From an optimization exercise on the open Yosys and OpenROAD flow, aimed at small area, a short achievable clock period and few clock cycles per item; shortcuts taken in it are not production practice. In this exercise RTL edits were held to simulation tests only and were not proved equivalent to the original.

--- run.sh ---
#!/bin/bash
# synth_recipe.tcl (not shown) runs the flow's synth.tcl, then flattens the netlist and writes it again
# the make line also repeats each setting of config.mk as NAME=value (left out here)
make -C /OpenROAD-flow-scripts/flow DESIGN_CONFIG=/design/flow/config.mk WORK_HOME=/design/flow/orfs CLKGATE_MAP_FILE= SYNTH_SCRIPT=/design/flow/synth_recipe.tcl finish
--- config.mk ---
export PLATFORM = sky130hd
export DESIGN_NAME = eaglesong_hash
export DESIGN_NICKNAME = eaglesong_hash
export VERILOG_FILES = /design/flow/design.v
export SDC_FILE = /design/flow/constraint.sdc
export NUM_CORES = 4
export LEC_CHECK = 0
export CAP_MARGIN = 40
export CORE_MARGIN = 2
export CORE_UTILIZATION = 25
export PLACE_DENSITY = 0.45
export SLEW_MARGIN = 30
export SYNTH_MEMORY_MAX_BITS = 65536
--- design.v ---
module eaglesong_rc_rom (
    input  wire [5:0]   round,
    output reg  [511:0] rc
);
    always @(*) begin
        case (round)
            6'd0: rc = 512'he3779b90_454021d7_a708a81e_08d12e65_6a99b4ac_cc623af3_2e2ac13a_8ff34781_f1bbcdc8_5384540f_b54cda56_1715609d_78dde6e4_daa66d2b_3c6ef372_9e3779b9;
            6'd1: rc = 512'hc6ef3720_28b7bd67_8a8043ae_ec48c9f5_4e11503c_afd9d683_11a25cca_736ae311_d5336958_36fbef9f_98c475e6_fa8cfc2d_5c558274_be1e08bb_1fe68f02_81af1549;
            6'd2: rc = 512'haa66d2b0_0c2f58f7_6df7df3e_cfc06585_3188ebcc_93517213_f519f85a_56e27ea1_b8ab04e8_1a738b2f_7c3c1176_de0497bd_3fcd1e04_a195a44b_035e2a92_6526b0d9;
            6'd3: rc = 512'h8dde6e40_efa6f487_516f7ace_b3380115_1500875c_76c90da3_d89193ea_3a5a1a31_9c22a078_fdeb26bf_5fb3ad06_c17c334d_2344b994_850d3fdb_e6d5c622_489e4c69;
            6'd4: rc = 512'h715609d0_d31e9017_34e7165e_96af9ca5_f87822ec_5a40a933_bc092f7a_1dd1b5c1_7f9a3c08_e162c24f_432b4896_a4f3cedd_06bc5524_6884db6b_ca4d61b2_2c15e7f9;
            6'd5: rc = 512'h54cda560_b6962ba7_185eb1ee_7a273835_dbefbe7c_3db844c3_9f80cb0a_01495151_6311d798_c4da5ddf_26a2e426_886b6a6d_ea33f0b4_4bfc76fb_adc4fd42_0f8d8389;
            6'd6: rc = 512'h384540f0_9a0dc737_fbd64d7e_5d9ed3c5_bf675a0c_212fe053_82f8669a_e4c0ece1_46897328_a851f96f_0a1a7fb6_6be305fd_cdab8c44_2f74128b_913c98d2_f3051f19;
            6'd7: rc = 512'h1bbcdc80_7d8562c7_df4de90e_41166f55_a2def59c_04a77be3_6670022a_c8388871_2a010eb8_8bc994ff_ed921b46_4f5aa18d_b12327d4_12ebae1b_74b43462_d67cbaa9;
            6'd8: rc = 512'hff347810_60fcfe57_c2c5849e_248e0ae5_8656912c_e81f1773_49e79dba_abb02401_0d78aa48_6f41308f_d109b6d6_32d23d1d_949ac364_f66349ab_582bcff2_b9f45639;
            6'd9: rc = 512'he2ac13a0_447499e7_a63d202e_0805a675_69ce2cbc_cb96b303_2d5f394a_8f27bf91_f0f045d8_52b8cc1f_b4815266_1649d8ad_78125ef4_d9dae53b_3ba36b82_9d6bf1c9;
            6'd10: rc = 512'hc623af30_27ec3577_89b4bbbe_eb7d4205_4d45c84c_af0e4e93_10d6d4da_729f5b21_d467e168_363067af_97f8edf6_f9c1743d_5b89fa84_bd5280cb_1f1b0712_80e38d59;
            6'd11: rc = 512'ha99b4ac0_0b63d107_6d2c574e_cef4dd95_30bd63dc_9285ea23_f44e706a_5616f6b1_b7df7cf8_19a8033f_7b708986_dd390fcd_3f019614_a0ca1c5b_0292a2a2_645b28e9;
            6'd12: rc = 512'h8d12e650_eedb6c97_50a3f2de_b26c7925_1434ff6c_75fd85b3_d7c60bfa_398e9241_9b571888_fd1f9ecf_5ee82516_c0b0ab5d_227931a4_8441b7eb_e60a3e32_47d2c479;
            6'd13: rc = 512'h708a81e0_d2530827_341b8e6e_95e414b5_f7ac9afc_59752143_bb3da78a_1d062dd1_7eceb418_e0973a5f_425fc0a6_a42846ed_05f0cd34_67b9537b_c981d9c2_2b4a6009;
            6'd14: rc = 512'h54021d70_b5caa3b7_179329fe_795bb045_db24368c_3cecbcd3_9eb5431a_007dc961_62464fa8_c40ed5ef_25d75c36_879fe27d_e96868c4_4b30ef0b_acf97552_0ec1fb99;
            6'd15: rc = 512'h3779b900_99423f47_fb0ac58e_5cd34bd5_be9bd21c_20645863_822cdeaa_e3f564f1_45bdeb38_a786717f_094ef7c6_6b177e0d_cce00454_2ea88a9b_907110e2_f2399729;
            6'd16: rc = 512'h1af15490_7cb9dad7_de82611e_404ae765_a2136dac_03dbf3f3_65a47a3a_c76d0081_293586c8_8afe0d0f_ecc69356_4e8f199d_b0579fe4_1220262b_73e8ac72_d5b132b9;
            6'd17: rc = 512'hfe68f020_60317667_c1f9fcae_23c282f5_858b093c_e7538f83_491c15ca_aae49c11_0cad2258_6e75a89f_d03e2ee6_3206b52d_93cf3b74_f597c1bb_57604802_b928ce49;
            6'd18: rc = 512'he1e08bb0_43a911f7_a571983e_073a1e85_6902a4cc_cacb2b13_2c93b15a_8e5c37a1_f024bde8_51ed442f_b3b5ca76_157e50bd_7746d704_d90f5d4b_3ad7e392_9ca069d9;
            6'd19: rc = 512'hc5582740_2720ad87_88e933ce_eab1ba15_4c7a405c_ae42c6a3_100b4cea_71d3d331_d39c5978_3564dfbf_972d6606_f8f5ec4d_5abe7294_bc86f8db_1e4f7f22_80180569;
            6'd20: rc = 512'ha8cfc2d0_0a984917_6c60cf5e_ce2955a5_2ff1dbec_91ba6233_f382e87a_554b6ec1_b713f508_18dc7b4f_7aa50196_dc6d87dd_3e360e24_9ffe946b_01c71ab2_638fa0f9;
            6'd21: rc = 512'h8c475e60_ee0fe4a7_4fd86aee_b1a0f135_1369777c_7531fdc3_d6fa840a_38c30a51_9a8b9098_fc5416df_5e1c9d26_bfe5236d_21ada9b4_83762ffb_e53eb642_47073c89;
            6'd22: rc = 512'h6fbef9f0_d1878037_3350067e_95188cc5_f6e1130c_58a99953_ba721f9a_1c3aa5e1_7e032c28_dfcbb26f_419438b6_a35cbefd_05254544_66edcb8b_c8b651d2_2a7ed819;
            6'd23: rc = 512'h53369580_b4ff1bc7_16c7a20e_78902855_da58ae9c_3c2134e3_9de9bb2a_ffb24171_617ac7b8_c3434dff_250bd446_86d45a8d_e89ce0d4_4a65671b_ac2ded62_0df673a9;
            6'd24: rc = 512'h36ae3110_9876b757_fa3f3d9e_5c07c3e5_bdd04a2c_1f98d073_816156ba_e329dd01_44f26348_a6bae98f_08836fd6_6a4bf61d_cc147c64_2ddd02ab_8fa588f2_f16e0f39;
            6'd25: rc = 512'h1a25cca0_7bee52e7_ddb6d92e_3f7f5f75_a147e5bc_03106c03_64d8f24a_c6a17891_2869fed8_8a32851f_ebfb0b66_4dc391ad_af8c17f4_11549e3b_731d2482_d4e5aac9;
            6'd26: rc = 512'hfd9d6830_5f65ee77_c12e74be_22f6fb05_84bf814c_e6880793_48508dda_aa191421_0be19a68_6daa20af_cf72a6f6_313b2d3d_9303b384_f4cc39cb_5694c012_b85d4659;
            6'd27: rc = 512'he11503c0_42dd8a07_a4a6104e_066e9695_68371cdc_c9ffa323_2bc8296a_8d90afb1_ef5935f8_5121bc3f_b2ea4286_14b2c8cd_767b4f14_d843d55b_3a0c5ba2_9bd4e1e9;
            6'd28: rc = 512'hc48c9f50_26552597_881dabde_e9e63225_4baeb86c_ad773eb3_0f3fc4fa_71084b41_d2d0d188_349957cf_9661de16_f82a645d_59f2eaa4_bbbb70eb_1d83f732_7f4c7d79;
            6'd29: rc = 512'ha8043ae0_09ccc127_6b95476e_cd5dcdb5_2f2653fc_90eeda43_f2b7608a_547fe6d1_b6486d18_1810f35f_79d979a6_dba1ffed_3d6a8634_9f330c7b_00fb92c2_62c41909;
            6'd30: rc = 512'h8b7bd670_ed445cb7_4f0ce2fe_b0d56945_129def8c_746675d3_d62efc1a_37f78261_99c008a8_fb888eef_5d511536_bf199b7d_20e221c4_82aaa80b_e4732e52_463bb499;
            6'd31: rc = 512'h6ef37200_d0bbf847_32847e8e_944d04d5_f6158b1c_57de1163_b9a697aa_1b6f1df1_7d37a438_df002a7f_40c8b0c6_a291370d_0459bd54_6622439b_c7eac9e2_29b35029;
            6'd32: rc = 512'h526b0d90_b43393d7_15fc1a1e_77c4a065_d98d26ac_3b55acf3_9d1e333a_fee6b981_60af3fc8_c277c60f_24404c56_8608d29d_e7d158e4_4999df2b_ab626572_0d2aebb9;
            6'd33: rc = 512'h35e2a920_97ab2f67_f973b5ae_5b3c3bf5_bd04c23c_1ecd4883_8095ceca_e25e5511_4426db58_a5ef619f_07b7e7e6_69806e2d_cb48f474_2d117abb_8eda0102_f0a28749;
            6'd34: rc = 512'h195a44b0_7b22caf7_dceb513e_3eb3d785_a07c5dcc_0244e413_640d6a5a_c5d5f0a1_279e76e8_8966fd2f_eb2f8376_4cf809bd_aec09004_1089164b_72519c92_d41a22d9;
            6'd35: rc = 512'hfcd1e040_5e9a6687_c062ecce_222b7315_83f3f95c_e5bc7fa3_478505ea_a94d8c31_0b161278_6cde98bf_cea71f06_306fa54d_92382b94_f400b1db_55c93822_b791be69;
            6'd36: rc = 512'he0497bd0_42120217_a3da885e_05a30ea5_676b94ec_c9341b33_2afca17a_8cc527c1_ee8dae08_5056344f_b21eba96_13e740dd_75afc724_d7784d6b_3940d3b2_9b0959f9;
            6'd37: rc = 512'hc3c11760_25899da7_875223ee_e91aaa35_4ae3307c_acabb6c3_0e743d0a_703cc351_d2054998_33cdcfdf_95965626_f75edc6d_592762b4_baefe8fb_1cb86f42_7e80f589;
            6'd38: rc = 512'ha738b2f0_09013937_6ac9bf7e_cc9245c5_2e5acc0c_90235253_f1ebd89a_53b45ee1_b57ce528_17456b6f_790df1b6_dad677fd_3c9efe44_9e67848b_00300ad2_61f89119;
            6'd39: rc = 512'h8ab04e80_ec78d4c7_4e415b0e_b009e155_11d2679c_739aede3_d563742a_372bfa71_98f480b8_fabd06ff_5c858d46_be4e138d_201699d4_81df201b_e3a7a662_45702ca9;
            6'd40: rc = 512'h6e27ea10_cff07057_31b8f69e_93817ce5_f54a032c_57128973_b8db0fba_1aa39601_7c6c1c48_de34a28f_3ffd28d6_a1c5af1d_038e3564_6556bbab_c71f41f2_28e7c839;
            6'd41: rc = 512'h519f85a0_b3680be7_1530922e_76f91875_d8c19ebc_3a8a2503_9c52ab4a_fe1b3191_5fe3b7d8_c1ac3e1f_2374c466_853d4aad_e705d0f4_48ce573b_aa96dd82_0c5f63c9;
            6'd42: rc = 512'h35172130_96dfa777_f8a82dbe_5a70b405_bc393a4c_1e01c093_7fca46da_e192cd21_435b5368_a523d9af_06ec5ff6_68b4e63d_ca7d6c84_2c45f2cb_8e0e7912_efd6ff59;
            default: rc = 512'h0;
        endcase
    end
endmodule
module eaglesong_round (
    input  wire [511:0] s_in,
    input  wire [511:0] rc,
    output wire [511:0] s_out
);
    localparam [255:0] MTX_ROWS = {
        16'hfc54, 16'heee0, 16'hd699, 16'ha8fc, 16'hd32d, 16'he59a, 16'h69cb, 16'h0eee,
        16'h7770, 16'hd396, 16'h59a7, 16'hb4cb, 16'h3f15, 16'h996b, 16'h0777, 16'h2a3f
    };
    wire [511:0] diff;
    wire [511:0] mix;
    genvar i, j;
    generate
        for (j = 0; j < 16; j = j + 1) begin : g_diff
            reg [31:0] acc;
            integer k;
            always @(*) begin
                acc = 32'h0;
                for (k = 0; k < 16; k = k + 1)
                    if (MTX_ROWS[16*j + k])
                        acc = acc ^ s_in[32*k +: 32];
            end
            assign diff[32*j +: 32] = acc;
        end
    endgenerate
    generate
        for (i = 0; i < 16; i = i + 1) begin : g_mix
            localparam integer R1 = (i + 1) % 32;
            localparam integer R2 = (2 * i + 5) % 32;
            wire [31:0] x = diff[32*i +: 32];
            wire [31:0] x_r1 = {x[31-R1:0], x[31:32-R1]};    
            wire [31:0] x_r2 = {x[31-R2:0], x[31:32-R2]};    
            assign mix[32*i +: 32] = x ^ x_r1 ^ x_r2 ^ rc[32*i +: 32];
        end
    endgenerate
    generate
        for (i = 0; i < 8; i = i + 1) begin : g_arx
            wire [31:0] a   = mix[32*(2*i) +: 32];
            wire [31:0] b   = mix[32*(2*i+1) +: 32];
            wire [31:0] sum = a + b;
            wire [31:0] a_n = {sum[23:0], sum[31:24]};      
            wire [31:0] b_r = {b[7:0], b[31:8]};            
            assign s_out[32*(2*i) +: 32]   = a_n;
            assign s_out[32*(2*i+1) +: 32] = a_n + b_r;
        end
    endgenerate
endmodule
module eaglesong_hash #(
    parameter integer NR = 43
) (
    input  wire         clk,
    input  wire         rst,
    input  wire         in_valid,
    output wire         in_ready,
    input  wire [31:0]  in_data,
    input  wire [2:0]   in_nbytes,
    input  wire         in_last,
    output wire         out_valid,
    input  wire         out_ready,
    output wire [255:0] out_digest
);
    localparam [1:0] ST_ABSORB = 2'd0,
                     ST_PERM   = 2'd1,
                     ST_OUT    = 2'd2;
    localparam [7:0] DELIM = 8'h06;
    reg [1:0]   state;
    reg [511:0] s;           
    reg [2:0]   widx;        
    reg [5:0]   round;
    reg         final_blk;   
    reg         pad_blk;     
    wire [511:0] rc;
    wire [511:0] round_out;
    eaglesong_rc_rom u_rom (
        .round (round),
        .rc    (rc)
    );
    eaglesong_round u_round (
        .s_in  (s),
        .rc    (rc),
        .s_out (round_out)
    );
    reg [31:0] word_in;
    always @(*) begin
        case (in_nbytes)
            3'd0:    word_in = {DELIM, 24'h0};
            3'd1:    word_in = {in_data[31:24], DELIM, 16'h0};
            3'd2:    word_in = {in_data[31:16], DELIM, 8'h0};
            3'd3:    word_in = {in_data[31:8], DELIM};
            default: word_in = in_data;
        endcase
    end
    wire full_word = (in_nbytes[2] == 1'b1);
    wire accept    = in_valid && in_ready;
    assign in_ready   = (state == ST_ABSORB);
    assign out_valid  = (state == ST_OUT);
    assign out_digest = s[255:0];
    integer i;
    reg [511:0] s_absorb;
    always @(*) begin
        s_absorb = s;
        for (i = 0; i < 8; i = i + 1) begin
            if (widx == i)
                s_absorb[32*i +: 32] = s[32*i +: 32] ^ word_in;
            if (in_last && full_word && (widx + 3'd1 == i) && (widx != 3'd7))
                s_absorb[32*i +: 32] = s[32*i +: 32] ^ {DELIM, 24'h0};
        end
    end
    always @(posedge clk) begin
        if (rst) begin
            state     <= ST_ABSORB;
            s         <= 512'h0;
            widx      <= 3'd0;
            round     <= 6'd0;
            final_blk <= 1'b0;
            pad_blk   <= 1'b0;
        end else begin
            case (state)
                ST_ABSORB: begin
                    if (accept) begin
                        s <= s_absorb;
                        if (in_last) begin
                            state     <= ST_PERM;
                            round     <= 6'd0;
                            final_blk <= !(full_word && widx == 3'd7);
                            pad_blk   <=  (full_word && widx == 3'd7);
                        end else if (widx == 3'd7) begin
                            state     <= ST_PERM;
                            round     <= 6'd0;
                            final_blk <= 1'b0;
                            pad_blk   <= 1'b0;
                        end else begin
                            widx <= widx + 3'd1;
                        end
                    end
                end
                ST_PERM: begin
                    s     <= round_out;
                    round <= round + 6'd1;
                    if (round == NR - 1) begin
                        round <= 6'd0;
                        widx  <= 3'd0;
                        if (final_blk) begin
                            state <= ST_OUT;
                        end else if (pad_blk) begin
                            s         <= round_out ^ {480'h0, DELIM, 24'h0};
                            final_blk <= 1'b1;
                            pad_blk   <= 1'b0;
                        end else begin
                            state <= ST_ABSORB;
                        end
                    end
                end
                ST_OUT: begin
                    if (out_ready) begin
                        state <= ST_ABSORB;
                        s     <= 512'h0;
                    end
                end
                default: state <= ST_ABSORB;
            endcase
        end
    end
endmodule
--- constraint.sdc ---
create_clock -name core_clock -period 12.5 [get_ports {clk}]
set_input_delay 2.5000 -clock core_clock [delete_from_list [all_inputs] [get_ports {clk}]]
set_output_delay 2.5000 -clock core_clock [all_outputs]
set_load 0.01 [all_outputs]
==> results.txt <==
## per-stage QoR
stage,instance area [um2],hold WS [ns],instances
floorplan,103000,0.461,12385
global placement,115000,0.479,17821
finish,124000,0.499,18388
global route,124000,0.528,18345
detailed placement,118000,0.489,18007
CTS,123000,0.497,18259
## worst min path at each step
stage | startpoint | to | slack (ns) | cells after the start
after floorplan | final_blk | final_blk | 0.46 | 2
after global placement | final_blk | final_blk | 0.48 | 2
after detailed placement | final_blk | final_blk | 0.49 | 2
after CTS | final_blk | final_blk | 0.50 | 2
after global routing | final_blk | final_blk | 0.53 | 2
final | final_blk | final_blk | 0.50 | 2
## cell usage after synthesis (all sizes together) (101+ instances only)
master,n
dfxtp,909
nand2,879
a21o,204
xor2,1047
inv,189
nor2,937
buf,390
clkbuf,741
xnor3,314
a22oi,430
o32ai,101
o21ai,867
nand3,157
o31ai,151
ha,449
a21oi,622
xnor2,2684
## worst reg2reg max path: cells and delay by family (launching register included)
| kind | cells | cell delay [ns] |
|---|---|---|
| AOI/OAI and AO/OA | 24 | 5.14 |
| xor gates and xnor gates | 7 | 2.05 |
| adders and majority gates | 4 | 1.39 |
| buffers and inverters | 6 | 1.14 |
| DFF | 1 | 0.40 |
| and+or+nand+nor | 11 | 1.94 |
## registers in the layout, summed over array words and instances, names as in the netlist
signal and cells:
round 6, state 2, u_round.rc 384, s 512
final_blk 1, widx 3, pad_blk 1
## logic make-up after synthesis
family,Yosys count
xor gates and xnor gates,4131
AOI/OAI and AO/OA,3024
and+or+nand+nor,2477
buffers and inverters,1320
DFF,909
adders and majority gates,518
muxes,6
## cell type report
class                      count  area (um2)
antenna                       99         248
clock buffer                 182        3920
clock inverter                70         832
fill                       43855      286000
inverter                     189         712
multi-input combinational  10156       81600
sequential                   909       18200
tap                         5451        6820
timing repair buffer        1332       11400
## routing by layer
| layer | GRT usage | vias up | wire length [um] |
|---|---|---|---|
| li1 | - | 43018 | - |
| met1 | 0.520 | 54097 | 351000 |
| met2 | 0.567 | 8543 | 344000 |
| met3 | 0.137 | 2016 | 107000 |
| met4 | 0.382 | 38 | 103000 |
| met5 | 0 | - | 354 |
==> flow_summary.json <==
{
  "crit_fanout": 4,
  "r2r_cells": 52,
  "syn_nets": 12882,
  "critical_path.top_delay_family": "compound AO/OA/AOI/OAI gates",
  "outcome": "finished clean",
  "clock_path_buffers": 4,
  "cts_root_buffer": "clkbuf_16",
  "hold_viol_final": 0,
  "startpoint_type": "register",
  "path_buf_inv": 6,
  "slowest_stage": "xnor2_1",
  "yosys_warnings": 3,
  "grt_pass1_wl_um": 1120000,
  "cp-startpoint": "s[353]",
  "io_pins": 298,
  "crit_path_end": "s[445]",
  "numPortBuffers": 297,
  "cp.required_ns": 13.25,
  "rrSetupSlack_ns": 0.34,
  "post_cts_resized": 0,
  "synth_xor_area_frac": 0.408,
  "place_congestion": 1.19,
  "synth_top_family_by_area": "XOR/XNOR gates",
  "first_pass_iters": 10,
  "path_clk_slew_ns": 0.06,
  "ys_seq_area_frac": 0.177,
  "grt_pass1_vias": 95541,
  "max_stage_delay_ns": 0.60,
  "worstSetupPathType": "register to register",
  "ys_types": 106,
  "yosys.area.top_type_share": 0.227,
  "yosys_most_used_dff": "dfxtp_1",
  "worst_ep_arrival_time_ns": 12.91,
  "synthAdderAreaFrac": 0.0622,
  "areaGrowthSynthToFinish_pct": 20.3,
  "ant_nets": 0,
  "rsz0062_at_grt": "false",
  "rows": 235,
  "worst_pin_slew_ns": 1.17,
  "setup_ws_ns": 0.339,
  "syn_area_um2": 103000,
  "track_usage": 0.418,
  "hpwl_um": 782000,
  "dieHeight_um": 645,
  "clock_sinks": 909,
  "vias_per_cell": 5.86,
  "cts_buffers": 141,
  "synth_seq_cells": 909,
  "nNetsFinal": 13226,
  "slew_viol_final": 0,
  "cts_tree": "built",
  "tns_ns": 0,
  "totalWireLength_um": 905000,
  "fmax_mhz": 82.2,
  "antenna_found_initial": 122,
  "r2r-start": "s[353]",
  "synthArstFlopShare": 0,
  "coreArea_um2": 410000,
  "syn_avg_cell_area_um2": 8.31,
  "finalCritPeriodShare": 0.973,
  "dpl_worst_slack_ns": 0.265,
  "drtIter0Drc": 19152,
  "fin_crit_ns": 12.16,
  "cts_setup_buffers": 0,
  "netlist_top_cells_area": "xnor2_1 (23%), dfxtp_1 (18%), xor2_1 (8.9%)",
  "routedWlPerCell_um": 49.2,
  "synthCells": 12385,
  "dieArea_um2": 417000,
  "drc": 0,
  "postCtsHoldBufs": 0,
  "synth-simple-area-share": 0.105,
  "timing.rr.end": "s[445]",
  "worst_clock_skew_ns": 0.0519,
  "initial_core_util": 0.251,
  "vias": 107712,
  "htreeDepth": 4,
  "grt_max_degree": 106,
  "synth_compound_area_frac": 0.189,
  "grt.overflow.total": 0,
  "setup_viol_count_final": 0,
  "postLayoutCoreUtil": 0.302,
  "layout_common_cells": "xnor2_1 (2424), xor2_1 (1000), nor2_1 (926)",
  "clk_latency_ns": 0.92,
  "relSlewSlack": 0.221,
  "synth_edf_count": 0,
  "synthMuxAreaShare": 0.000596,
  "synth_top_area_cell": "xnor2_1",
  "cp-end-kind": "register",
  "final_common_cell": "xnor2_1",
  "max_cap_violations": 0,
  "cp_num_cells": 52,
  "hp-class": "register to register",
  "drive_gt1_frac": 0.135,
  "die_width_um": 645
}
Testbench counts, summed over its fixed seeds: cycles 54,094, bytes 31,107.

-- what the ideal ports hide --
Ports are ideal in the flow. The routed layout listed here was re-timed in OpenROAD. Step 1: set_driving_cell puts a clkbuf_16 on clk and a buf_2 on each other input, an assumption about the parent block. Step 2 adds t to the input delays and takes it off the output delays; t is the mean of the earliest and latest rising clock arrival at the registers after step 1. Input paths then give back, and output paths get back, about the clock's delay inside the block. Slacks: ideal ports / drivers / drivers and shift; pairs: ideal ports / drivers.
shift t [ns]: 1.008
setup WS [ns]: 0.339 / 0.339 / 0.339
worst register clock-pin slew, ns: 0.09 / 0.09
After both steps setup and hold are still met in this run. The setup slack of this run moves by 0.000 ns with the drivers and by 0.000 ns with both steps.
